This is an optimization exercise on Yosys and OpenROAD, whose aim is small area, a short achievable clock period and few clock cycles per item, not a production implementation. Where RTL was checked, it was by simulation tests only, not by an equivalence proof against the original. For run 2, only the layout was checked, not whether the RTL still works. Power is estimated from default activity; no workload was simulated.

--- flow/flow/run.sh ---
#!/bin/bash
set -euo pipefail
bash standard.sh \
  SETUP_SLACK_MARGIN=7.0 \
  BUFFER_PORTS_ARGS="-buffer_cell sky130_fd_sc_hd__buf_1" \
  finish > standard.log 2>&1
--- flow/standard.sh ---
#!/bin/bash
# synth_recipe.tcl (not shown) runs the flow's synth.tcl, then flattens the netlist and writes it again
# the make line also repeats each setting of config.mk as NAME=value (left out here)
make -C /OpenROAD-flow-scripts/flow DESIGN_CONFIG=/design/flow/config.mk WORK_HOME=/design/flow/orfs CLKGATE_MAP_FILE= SYNTH_SCRIPT=/design/flow/synth_recipe.tcl "${@:-finish}"
--- flow/design.v ---
module xlate_unit (
    input  wire        clk,
    input  wire        rst,      
    input  wire        start,    
    input  wire [31:0] rate,     
    output reg         ready,
    output reg         done,     
    output reg         err,      
    output wire [31:0] full,
    output wire [31:0] half
);
    localparam [29:0] NM1 = 30'd999999999;    
    localparam [30:0] NM2 = {NM1, 1'b0};
    reg        busy;         
    reg        ini;          
    reg [31:0] d;            
    reg [4:0]  cnt;          
    reg        nb;           
    reg [29:0] fq;           
    reg [29:0] hq;           
    assign full = {2'b00, fq};
    assign half = {3'b000, hq[28:0]};
    reg [4:0]  c0;
    reg        nb0;
    reg [29:0] r0;
    integer i;
    always @* begin
        c0  = 5'd0;
        nb0 = NM1[0];
        r0  = NM1 >> 1;
        for (i = 0; i < 30; i = i + 1)
            if (d[i]) begin
                c0  = 5'd29 - i;
                nb0 = NM1[29 - i];
                r0  = NM1 >> (30 - i);
            end
        if (d[30]) begin
            c0  = 5'd0;
            nb0 = NM1[0];
            r0  = NM1 >> 1;
        end
    end
    wire bad = d[31] | (d[30:0] == 31'd0);
    wire [30:0] rem_sh = {hq, nb};
    wire [30:0] diff;
    wire        fits;
    sub31 u_sub (.a(rem_sh), .b(d[30:0]), .diff(diff), .co(fits));
    wire        last   = (cnt == 5'd0);
    wire [28:0] hinc   = fq[28:0] + 29'd1;
    always @(posedge clk) begin
        if (~busy)
            d <= rate;
        if (ini) begin
            cnt <= c0;
            nb  <= nb0;
        end else begin
            cnt <= cnt - 5'd1;
            nb  <= NM2[cnt];
        end
    end
    always @(posedge clk) begin
        if (rst) begin
            busy  <= 1'b0;
            ready <= 1'b1;
            ini   <= 1'b0;
            done  <= 1'b0;
            fq    <= 30'd0;
            hq    <= 30'd0;
        end else begin
            done <= 1'b0;
            if (~busy) begin
                if (start) begin
                    busy  <= 1'b1;
                    ready <= 1'b0;
                    ini   <= 1'b1;
                end
            end else if (ini) begin
                ini <= 1'b0;
                if (bad) begin
                    busy  <= 1'b0;
                    ready <= 1'b1;
                    done  <= 1'b1;
                    err   <= 1'b1;
                end else begin
                    fq <= 30'd0;
                    hq <= r0;
                end
            end else if (last) begin
                hq    <= {1'b0, hinc};
                fq    <= fits ? {hinc, 1'b0} : {fq[28:0], 1'b1};
                busy  <= 1'b0;
                ready <= 1'b1;
                done  <= 1'b1;
                err   <= 1'b0;
            end else begin
                hq <= fits ? diff[29:0] : rem_sh[29:0];
                fq <= {fq[28:0], fits};
            end
        end
    end
endmodule
module sub31(input [30:0] a, input [30:0] b, output [30:0] diff, output co);
    wire [30:0] g = a & ~b;
    wire [30:0] p = a | ~b;
    wire [30:0] t = a ^ ~b;
    wire gl0 = g[0] | p[0];
    wire G0 = g[1] | (p[1] & gl0);
    wire G1 = g[3] | (p[3] & g[2]);
    wire P1 = p[3] & p[2];
    wire G2 = g[5] | (p[5] & g[4]);
    wire P2 = p[5] & p[4];
    wire G3 = g[7] | (p[7] & g[6]);
    wire P3 = p[7] & p[6];
    wire G4 = g[9] | (p[9] & g[8]);
    wire P4 = p[9] & p[8];
    wire G5 = g[11] | (p[11] & g[10]);
    wire P5 = p[11] & p[10];
    wire G6 = g[13] | (p[13] & g[12]);
    wire P6 = p[13] & p[12];
    wire G7 = g[15] | (p[15] & g[14]);
    wire P7 = p[15] & p[14];
    wire G8 = g[17] | (p[17] & g[16]);
    wire P8 = p[17] & p[16];
    wire G9 = g[19] | (p[19] & g[18]);
    wire P9 = p[19] & p[18];
    wire G10 = g[21] | (p[21] & g[20]);
    wire P10 = p[21] & p[20];
    wire G11 = g[23] | (p[23] & g[22]);
    wire P11 = p[23] & p[22];
    wire G12 = g[25] | (p[25] & g[24]);
    wire P12 = p[25] & p[24];
    wire G13 = g[27] | (p[27] & g[26]);
    wire P13 = p[27] & p[26];
    wire G14 = g[29] | (p[29] & g[28]);
    wire P14 = p[29] & p[28];
    wire G15 = G1 | (P1 & G0);
    wire G16 = G3 | (P3 & G2);
    wire P16 = P3 & P2;
    wire G17 = G5 | (P5 & G4);
    wire P17 = P5 & P4;
    wire G18 = G7 | (P7 & G6);
    wire P18 = P7 & P6;
    wire G19 = G9 | (P9 & G8);
    wire P19 = P9 & P8;
    wire G20 = G11 | (P11 & G10);
    wire P20 = P11 & P10;
    wire G21 = G13 | (P13 & G12);
    wire P21 = P13 & P12;
    wire G22 = G16 | (P16 & G15);
    wire G23 = G18 | (P18 & G17);
    wire P23 = P18 & P17;
    wire G24 = G20 | (P20 & G19);
    wire P24 = P20 & P19;
    wire G25 = G23 | (P23 & G22);
    wire G26 = G24 | (P24 & G25);
    wire G27 = G17 | (P17 & G22);
    wire G28 = G19 | (P19 & G25);
    wire G29 = G21 | (P21 & G26);
    wire G30 = G2 | (P2 & G15);
    wire G31 = G4 | (P4 & G22);
    wire G32 = G6 | (P6 & G27);
    wire G33 = G8 | (P8 & G25);
    wire G34 = G10 | (P10 & G28);
    wire G35 = G12 | (P12 & G26);
    wire G36 = G14 | (P14 & G29);
    wire G37 = g[2] | (p[2] & G0);
    wire G38 = g[4] | (p[4] & G15);
    wire G39 = g[6] | (p[6] & G30);
    wire G40 = g[8] | (p[8] & G22);
    wire G41 = g[10] | (p[10] & G31);
    wire G42 = g[12] | (p[12] & G27);
    wire G43 = g[14] | (p[14] & G32);
    wire G44 = g[16] | (p[16] & G25);
    wire G45 = g[18] | (p[18] & G33);
    wire G46 = g[20] | (p[20] & G28);
    wire G47 = g[22] | (p[22] & G34);
    wire G48 = g[24] | (p[24] & G26);
    wire G49 = g[26] | (p[26] & G35);
    wire G50 = g[28] | (p[28] & G29);
    wire G51 = g[30] | (p[30] & G36);
    assign diff[0] = ~t[0];
    assign diff[1] = t[1] ^ gl0;
    assign diff[2] = t[2] ^ G0;
    assign diff[3] = t[3] ^ G37;
    assign diff[4] = t[4] ^ G15;
    assign diff[5] = t[5] ^ G38;
    assign diff[6] = t[6] ^ G30;
    assign diff[7] = t[7] ^ G39;
    assign diff[8] = t[8] ^ G22;
    assign diff[9] = t[9] ^ G40;
    assign diff[10] = t[10] ^ G31;
    assign diff[11] = t[11] ^ G41;
    assign diff[12] = t[12] ^ G27;
    assign diff[13] = t[13] ^ G42;
    assign diff[14] = t[14] ^ G32;
    assign diff[15] = t[15] ^ G43;
    assign diff[16] = t[16] ^ G25;
    assign diff[17] = t[17] ^ G44;
    assign diff[18] = t[18] ^ G33;
    assign diff[19] = t[19] ^ G45;
    assign diff[20] = t[20] ^ G28;
    assign diff[21] = t[21] ^ G46;
    assign diff[22] = t[22] ^ G34;
    assign diff[23] = t[23] ^ G47;
    assign diff[24] = t[24] ^ G26;
    assign diff[25] = t[25] ^ G48;
    assign diff[26] = t[26] ^ G35;
    assign diff[27] = t[27] ^ G49;
    assign diff[28] = t[28] ^ G29;
    assign diff[29] = t[29] ^ G50;
    assign diff[30] = t[30] ^ G36;
    assign co = G51;
endmodule
--- flow/config.mk ---
export PLATFORM = sky130hd
export DESIGN_NAME = xlate_unit
export DESIGN_NICKNAME = xlate_unit
export VERILOG_FILES = /design/flow/design.v
export SDC_FILE = /design/flow/constraint.sdc
export NUM_CORES = 4
export LEC_CHECK = 0
export CAP_MARGIN = 20
export CORE_MARGIN = 2
export CORE_UTILIZATION = 40
export CTS_BUF_LIST = sky130_fd_sc_hd__clkbuf_8
export CTS_CLUSTER_DIAMETER = 60
export CTS_CLUSTER_SIZE = 30
export SLEW_MARGIN = 20
--- flow/constraint.sdc ---
create_clock -name core_clock -period 10.0 [get_ports {clk}]
set_input_delay 2.0000 -clock core_clock [delete_from_list [all_inputs] [get_ports {clk}]]
set_output_delay 2.0000 -clock core_clock [all_outputs]
set_load 0.01 [all_outputs]
==> results of run 1 <==
what timing repair did:
item,in CTS,in global routing
endpoints found under the setup margin,107,97
pin swaps,24,40
gates cloned,2,3
gates resized for setup,97,96
setup buffers,57,39
per-layer routing:
layer  share of wire [%]  routed length, µm  track usage [%]  vias to the layer above
met4                 3.3               1030             8.13                        0
met2                  46              14400             42.7                      483
met3                 8.6               2680             4.19                       82
met1                  42              13200             37.4                     4155
met5                   0                  0                0                        -
li1                    -                  -                -                     3986
worst max-delay path by stage:
stage,cells after the start,start,endpoint,slack [ns]
after CTS,14,d[0]$_DFFE_PN_,hq[14]$_SDFFE_PP0P_,6.71
final,14,d[0]$_DFFE_PN_,hq[14]$_SDFFE_PP0P_,6.71
after floorplan,14,d[0]$_DFFE_PN_,hq[14]$_SDFFE_PP0P_,7.02
after global placement,11,d[20]$_DFFE_PN_,hq[25]$_SDFFE_PP0P_,6.34
after global routing,14,d[0]$_DFFE_PN_,hq[14]$_SDFFE_PP0P_,6.59
after detailed placement,11,d[20]$_DFFE_PN_,hq[25]$_SDFFE_PP0P_,6.24
where the power goes:
group | switching [mW] | internal (mW)
clock | 0.160 | 0.123
sequential | 0.0696 | 0.479
combinational | 0.420 | 0.278
stage by stage:
stage | hold WS [ns] | instance area, µm² | setup WS [ns] | total power [mW] | utilization, %
floorplan | 0.406 | 8650 | 7.02 | 0.949 | -
global placement | 0.441 | 8870 | 6.34 | 1.10 | 42.1
CTS | 0.460 | 9760 | 6.71 | 1.45 | 46.3
finish | 0.462 | 10400 | 6.71 | 1.53 | 49.5
detailed placement | 0.444 | 8870 | 6.24 | 1.10 | 42.1
global route | 0.507 | 10400 | 6.59 | 1.61 | 49.5
registers in the layout (all words and copies together), names as in the netlist:
register and count:
d 32, cnt 5, ready 1, hq 30, ini 1, done 1, busy 1, err 1
nb 1, fq 30
kinds of logic (layout without fill, tap and decap cells):
family          count (synthesis)  after routing  share of synthesized area, %
flops                         103            103                          27.7
mux                             9              9                          1.04
compound gates                305            305                          22.4
fa+ha+maj                      77             77                          12.5
simple gates                  329            332                          19.1
other cells                     1              5                        0.0435
xor+xnor                       70             70                          7.11
buf+inv                       179            299                          10.1
worst register-to-register path, stage by stage, from the launching register on:
cell	delay [ns]
edfxtp_1	0.44
ha_2	0.21
fa_2	0.37
nor2_4	0.11
o311ai_2	0.10
nand3b_1	0.18
nor2b_4	0.18
nor3_2	0.05
o31a_1	0.27
o21bai_1	0.21
a21oi_2	0.09
fa_1	0.51
and2_4	0.16
o21ai_4	0.05
a32o_1	0.28
layout make-up:
class	count	share of cell area (%)
Inverter	78	2.80
Clock inverter	6	0.587
Tap cell	275	3.29
Clock buffer	10	1.32
Timing Repair Buffer	205	12.6
Sequential cell	103	24.2
Multi-Input combinational cell	798	55.2
placed cells by master (no fill, tap or decap), drive strengths merged, types with 11 or more instances in the layout:
cell and count:
a211oi 15, a21oi 82, buf 190, clkbuf 25
dfxtp 70, edfxtp 33, fa 15, ha 62
inv 81, nand2 98, nand3 29, nand4 11
nor2 89, nor3 41, nor4 11, o211ai 13
o21ai 104, xnor2 35, xor2 35
==> run summary, run 1 <==
reg2reg path depth=14; Peak supply drop=just under 80 µV; nets=1307; cells along the critical path=ha_2, fa_2, nor2_4, o311ai_2, nand3b_1, nor2b_4, nor3_2, o31a_1, o21bai_1, a21oi_2, fa_1, and2_4, o21ai_4, a32o_1; Final period util=32.9%; synth cell count leaders=nand2_1 (96), nor2_1 (89), a21oi_1 (82), o21ai_0 (82), inv_1 (78); Worst Max-Slew Pin Slew=1.03 ns; cell row count=53; Yosys top cell by area=dfxtp_1; 1st-iter DRT viols=1094; top cells by area, synth=dfxtp_1 (16%), edfxtp_1 (11%), ha_1 (9.0%), a21oi_1 (4.8%), o21ai_0 (4.8%); fin. max-slew vios=0; Clk Latency, worst-skew pair=0.39 ns; Ant. Diodes=0; FF-to-FF Start=d[0]$_DFFE_PN_; RSZ-0062 raised after global routing=true; CP Buf/Inv Count=0; Cell Area, Synth=0.00862 mm²; crit-path max FO=2; P_leak=~3.8 nW; Post-route DRC=0; vias per inst=5.90; share of cells above drive strength 1=23.8%; Pre-Repair DR Iteration Count=6; Wirelength per Cell=21.2 µm; Vias=8706; maximum clock rate=304 MHz; Slowest-stage cell, CP=fa_1; CTS tree=done; clk sinks=roughly 100; Crit. End Element=flop; largest net degree at the start of global routing=40; shortest period the worst path allows=3.29 ns; Synth warnings=1; Worst Hold Launch=fq[29]$_SDFFE_PP0P_; die extent in y=~150 µm; Die X=about 150 µm; vias in the first global route=7988; Pwr per Cell Area=approximately 150 mW/mm²; sequential area share after synthesis=27.7%; setup TNS=0 ns; critical path class=reg -> reg; Crit path required time=about 10 ns; cell with the most instances after synthesis=nand2_1; detailed placement HPWL=21.3 mm; Yosys reg bits=103; GP Congestion=between 0.9 and 1; status=complete, no violations; Synth Area per Inst=8.04 µm²; GR Util All Layers=26.8%; RR Endpoint=hq[14]$_SDFFE_PP0P_; fillcell total=2088; cell family contributing the most delay on the critical path=adder cells; Synth async-reset ratio=0%; Main synth FF type=dfxtp_1; Final setup viols=0; max cap viols=0; post-route insts no fill=between 1000 and 1500; Root Driver=clkbuf_8; skew final=0.0180 ns; Post-synth EDFFs=33; critical path arrival=3.58 ns; die area=0.0228 mm²; register cell area after layout=0.00253 mm²; startpoint types=flop; initial antenna violation count=0; area occupied by multi-input gates=0.00576 mm²; H-tree depth=3; # port buffers=96; clk slew on worst S/H paths=0.11 ns; synthesized instance count=1073; Area growth syn-to-layout=21.1%; Cell variety after synth=76; maximum clock path buffer count=2; I/O pin count=102; final WL=31.3 mm; max incr delay on CP=0.51 ns; flop-to-flop setup slack=6.71 ns; number of cells after detailed placement=1358; Synth top area share=16.2%; HP Class=reg -> reg; final hold violations=0; Num CTS Buffers=9; Initial Util=40.9%; first-pass GRT wire length=46.5 mm; Post-DRT Antenna Nets=0; Min-Delay Path Depth=2; Overflow after GRT=0; cts hold-fix bufs=0; core area=0.0211 mm²; Rel. slew slack=30.9%; hold path endpoint=fq[29]$_SDFFE_PP0P_
Testbench counts, summed over its fixed seeds: cycles 53,932, items 3,200.
==> run 2: changes to the inputs <==
--- a/flow/design.v
+++ b/flow/design.v
@@ -13,6 +13,5 @@
     localparam [30:0] NM2 = {NM1, 1'b0};
     reg        busy;         
-    reg        ini;          
-    reg [31:0] d;            
+    reg [30:0] d;            
     reg [4:0]  cnt;          
     reg        nb;           
@@ -30,10 +29,10 @@
         r0  = NM1 >> 1;
         for (i = 0; i < 30; i = i + 1)
-            if (d[i]) begin
+            if (rate[i]) begin
                 c0  = 5'd29 - i;
                 nb0 = NM1[29 - i];
                 r0  = NM1 >> (30 - i);
             end
-        if (d[30]) begin
+        if (rate[30]) begin
             c0  = 5'd0;
             nb0 = NM1[0];
@@ -41,15 +40,15 @@
         end
     end
-    wire bad = d[31] | (d[30:0] == 31'd0);
+    wire bad  = rate[31] | (rate[30:0] == 31'd0);
+    wire take = ~busy & start;
     wire [30:0] rem_sh = {hq, nb};
     wire [30:0] diff;
     wire        fits;
-    sub31 u_sub (.a(rem_sh), .b(d[30:0]), .diff(diff), .co(fits));
+    sub31 u_sub (.a(rem_sh), .b(d), .diff(diff), .co(fits));
     wire        last   = (cnt == 5'd0);
     wire [28:0] hinc   = fq[28:0] + 29'd1;
     always @(posedge clk) begin
-        if (~busy)
-            d <= rate;
-        if (ini) begin
+        if (~busy) begin
+            d   <= rate[30:0];
             cnt <= c0;
             nb  <= nb0;
@@ -63,5 +62,4 @@
             busy  <= 1'b0;
             ready <= 1'b1;
-            ini   <= 1'b0;
             done  <= 1'b0;
             fq    <= 30'd0;
@@ -71,18 +69,13 @@
             if (~busy) begin
                 if (start) begin
-                    busy  <= 1'b1;
-                    ready <= 1'b0;
-                    ini   <= 1'b1;
-                end
-            end else if (ini) begin
-                ini <= 1'b0;
-                if (bad) begin
-                    busy  <= 1'b0;
-                    ready <= 1'b1;
-                    done  <= 1'b1;
-                    err   <= 1'b1;
-                end else begin
-                    fq <= 30'd0;
-                    hq <= r0;
+                    if (bad) begin
+                        done <= 1'b1;
+                        err  <= 1'b1;
+                    end else begin
+                        busy  <= 1'b1;
+                        ready <= 1'b0;
+                        fq    <= 30'd0;
+                        hq    <= r0;
+                    end
                 end
             end else if (last) begin
==> flow/flow/run.sh (replaced) <==
#!/bin/bash
# Standard ORFS layout (the standard.sh: unchanged synthesis, SDC and
# clock period), with two layout settings passed to make:
# - repair_timing aims for more setup slack than the clock needs, so the
#   achieved period shrinks;
# - ports are buffered with buf_2 cells instead of the default buffer.
set -euo pipefail
bash standard.sh \
  SETUP_SLACK_MARGIN=7.0 \
  BUFFER_PORTS_ARGS="-buffer_cell sky130_fd_sc_hd__buf_2" \
  finish > standard.log 2>&1
--- a/flow/config.mk
+++ b/flow/config.mk
@@ -6,9 +6,7 @@
 export NUM_CORES = 4
 export LEC_CHECK = 0
+export ABC_AREA = 1
 export CAP_MARGIN = 20
 export CORE_MARGIN = 2
 export CORE_UTILIZATION = 40
-export CTS_BUF_LIST = sky130_fd_sc_hd__clkbuf_8
-export CTS_CLUSTER_DIAMETER = 60
-export CTS_CLUSTER_SIZE = 30
 export SLEW_MARGIN = 20
==> run 2 against run 1 <==
  * Combinational power fell by 44%
  * Register-to-register slack got worse by 0.09 ns
  * Global-route usage fell by 1.7 points
  * Fmax fell by 12%
  * Clock power rose by 34%
  * Core utilization barely moved
  * Non-clock buffer count fell by 72
  * Final area fell by 0.23%
  * Setup slack got worse by 0.45 ns
  * Sequential share of layout area fell by 1.4 points
  * Die area fell by 0.62%
  * Largest cell class unchanged
==> run summary, run 2 <==
fin. max-slew vios=0 (unchanged); top cells by area, synth=dfxtp_1 (16%), edfxtp_1 (11%), ha_1 (9.1%), nand2_1 (8.6%), inv_1 (7.4%) (was dfxtp_1 (16%), edfxtp_1 (11%), ha_1 (9.0%), a21oi_1 (4.8%), o21ai_0 (4.8%)); Initial Util=40.8% (was 40.9%); Pwr per Cell Area=121 mW/mm² (was 146 mW/mm²); Crit path required time=10.18 ns (was 10.29 ns); final WL=28.7 mm (was 31.3 mm); Synth Area per Inst=7.23 µm² (was 8.04 µm²); register cell area after layout=0.00237 mm² (was 0.00253 mm²); critical path class=in -> reg (was reg -> reg); GR Util All Layers=25.1% (was 26.8%); detailed placement HPWL=20.1 mm (was 21.3 mm); Synth async-reset ratio=0% (unchanged); Vias=8384 (was 8706); DP Area=0.00902 mm² (was 0.00887 mm²); initial antenna violation count=0 (unchanged); CTS tree=done (unchanged); shortest period the worst path allows=3.75 ns (was 3.29 ns); maximum clock path buffer count=2 (unchanged); Rel. slew slack=18.8% (was 30.9%); cell with the most instances after synthesis=nand2_1 (unchanged); Yosys reg bits=101 (was 103); synthesized instance count=1185 (was 1073); Post-route DRC=0 (unchanged); Synth top area share=16.1% (was 16.2%); Num CTS Buffers=9 (unchanged); Final period util=37.5% (was 32.9%); Peak supply drop=86.3 µV (was 77.3 µV); Area growth syn-to-layout=21.6% (was 21.1%); final hold violations=0 (unchanged); Pre-Repair DR Iteration Count=7 (was 6); largest net degree at the start of global routing=53 (was 40); vias per inst=5.44 (was 5.90); GP Congestion=0.970 (was 0.977); Yosys top cell by area=dfxtp_1 (unchanged); P_leak=4.36 nW (was 3.83 nW); Main synth FF type=dfxtp_1 (unchanged); I/O pin count=102 (unchanged); startpoint types=primary input (was flop); clk slew on worst S/H paths=0.07 ns (was 0.11 ns); synth cell count leaders=nand2_1 (196), inv_1 (168), a21oi_1 (122), nor2_1 (98), o21ai_0 (92) (was nand2_1 (96), nor2_1 (89), a21oi_1 (82), o21ai_0 (82), inv_1 (78)); vias in the first global route=7856 (was 7988); clock network fraction of design power=30.1% (was 18.5%); Worst Max-Slew Pin Slew=1.22 ns (was 1.03 ns); skew final=0.0114 ns (was 0.0180 ns); area occupied by multi-input gates=0.00564 mm² (was 0.00576 mm²); Post-synth EDFFs=32 (was 33); Psw=447 µW (was 650 µW); max reg flops=31 (was 32); Die X=150 µm (was 151 µm); Final Instance Area=0.0104 mm² (about the same); commonest non-fill, non-tap cells in the layout=nand2_1 (169), inv_1 (158), a21oi_1 (98) (was buf_4 (97), nand2_1 (94), nor2_1 (83)); HP Class=reg -> reg (unchanged); first-pass GRT wire length=43.8 mm (was 46.5 mm); Overflow after GRT=0 (unchanged); Synth warnings=1 (unchanged); nets=1374 (was 1307); H-tree depth=3 (unchanged); critical path arrival=3.93 ns (was 3.58 ns); setup TNS=0 ns (unchanged); max cap viols=0 (unchanged); Final setup viols=0 (unchanged); Cell variety after synth=53 (was 76); Post-DRT Antenna Nets=0 (unchanged); core area=0.0210 mm² (was 0.0211 mm²); switching share of power=35.4% (was 42.5%); Wirelength per Cell=18.6 µm (was 21.2 µm); Cell Area, Synth=0.00857 mm² (was 0.00862 mm²); Root Driver=clkbuf_16 (was clkbuf_8); Largest Register=d (unchanged); Tot Pwr=1.26 mW (was 1.53 mW); # port buffers=96 (unchanged); die area=0.0226 mm² (was 0.0228 mm²); Clk Latency, worst-skew pair=0.36 ns (was 0.39 ns); maximum clock rate=267 MHz (was 304 MHz); 1st-iter DRT viols=597 (was 1094); sequential area share after synthesis=27.3% (was 27.7%); cell row count=53 (unchanged); Sequential Power Share=38.8% (was 35.9%); Gate power share=31.0% (was 45.6%); Ant. Diodes=0 (unchanged); die extent in y=150 µm (was 151 µm); crit-path max FO=8 (was 2); status=complete, no violations (unchanged); largest registers=d (31), fq (30), hq (30) (was d (32), fq (30), hq (30)); RSZ-0062 raised after global routing=true (unchanged); clk sinks=101 (was 103); most common cell after layout, fill and taps aside=nand2_1 (was buf_4); fillcell total=2086 (was 2088); Crit. End Element=flop (unchanged); Internal=814 µW (was 880 µW); share of cells above drive strength 1=28.4% (was 23.8%)
==> run 2: cell type report <==
type                       instances  area share (%)
multi-input combinational        836            54.1
clock buffer                      10            2.20
tap                              275            3.30
inverter                         174            6.77
clock inverter                     6           0.744
sequential                       101            22.8
timing repair inverter             7            1.10
timing repair buffer             133            8.99
==> run 2: cell families after synthesis <==
family                     synth area share (%)
and+or+nand+nor                            21.1
AOI/OAI and AO/OA                          21.8
buffers and inverters                      13.2
DFF                                        27.3
adders and majority gates                  12.6
xor gates and xnor gates                   3.99
other                                    0.0438
==> run 2: stage by stage <==
step                utilization (%)  hold WS, ns  setup slack, ns  std cells
floorplan                         -        0.444             6.32       1189
global placement               42.9        0.455             5.09       1485
detailed placement             42.9        0.457             5.05       1485
CTS                            47.4        0.467             6.37       1524
global route                   49.6        0.478             6.04       1542
finish                         49.6        0.462             6.25       1542
==> run 2: final timing paths <==
check,from,end,slack [ns],depth (start not counted)
max,rate[26],hq[21]$_SDFFE_PP0P_,6.25,13
min,fq[29]$_SDFFE_PP0P_,fq[29]$_SDFFE_PP0P_,0.46,2
max reg2reg,nb$_DFF_P_,fq[16]$_SDFFE_PP0P_,6.62,21
min reg2reg,fq[29]$_SDFFE_PP0P_,fq[29]$_SDFFE_PP0P_,0.46,2
==> run 2: critical path, cell delays in order <==
cell and delay, ns:
buf_2 0.23, nor2_2 0.13, nand3_1 0.19, nor2_1 0.08
a41oi_2 0.20, nor2_2 0.08, nor2_4 0.26, buf_12 0.27
inv_16 0.06, nor3_1 0.13, o21ai_1 0.10, o21ai_1 0.11
a21oi_1 0.08
==> run 2: what timing repair did <==
item / CTS / global route
endpoints found under the setup margin: 78 / 83
pin swaps: 42 / 45
resized for setup: 131 / 109
buffers inserted: 16 / 14
gates cloned: 7 / 4
hold buffers: 0 / 0
==> run 2: power groups by stage <==
stage / clock [mW] / combinational (mW) / sequential [mW]
global placement: 0 / 0.321 / 0.497
detailed placement: 0 / 0.324 / 0.497
global route: 0.401 / 0.434 / 0.494
CTS: 0.383 / 0.365 / 0.489
finish: 0.380 / 0.391 / 0.490
floorplan: 0 / 0.253 / 0.483
==> run 2: routing by layer <==
metal | vias to the layer above | wire length, µm | GRT usage (%)
met5 | - | 0 | 0
met1 | 3983 | 12600 | 34.1
met3 | 59 | 1510 | 3.06
li1 | 4053 | - | -
met2 | 289 | 13800 | 41.5
met4 | 0 | 814 | 8.16

## re-timing with driven ports
The results above use ideal ports. As a check the final layouts listed here were re-extracted and re-timed, cells and wires unchanged.
Step 1: set_driving_cell puts a clkbuf_16 on clk and a buf_2 on each other input, an assumption about the parent block.
Step 2 moves the port delays by t, midway between the first and last clock arrival at a register: inputs arrive t later, outputs are due t later. That takes back most of the time a late clock gives input paths.
a / b / c = ideal / step 1 / step 2; a / b = the first two.
run | t (ns) | setup WS [ns] | pins driven straight from the clock port
run 1 | 0.424 | 6.707 / 6.707 / 6.581 | 1
run 2 | 0.402 | 6.254 / 6.271 / 5.869 | 1
After both steps setup and hold are still met in every run listed. The setup slack of run 2, which loses most, moves by +0.017 ns with the drivers and by -0.385 ns with both steps.
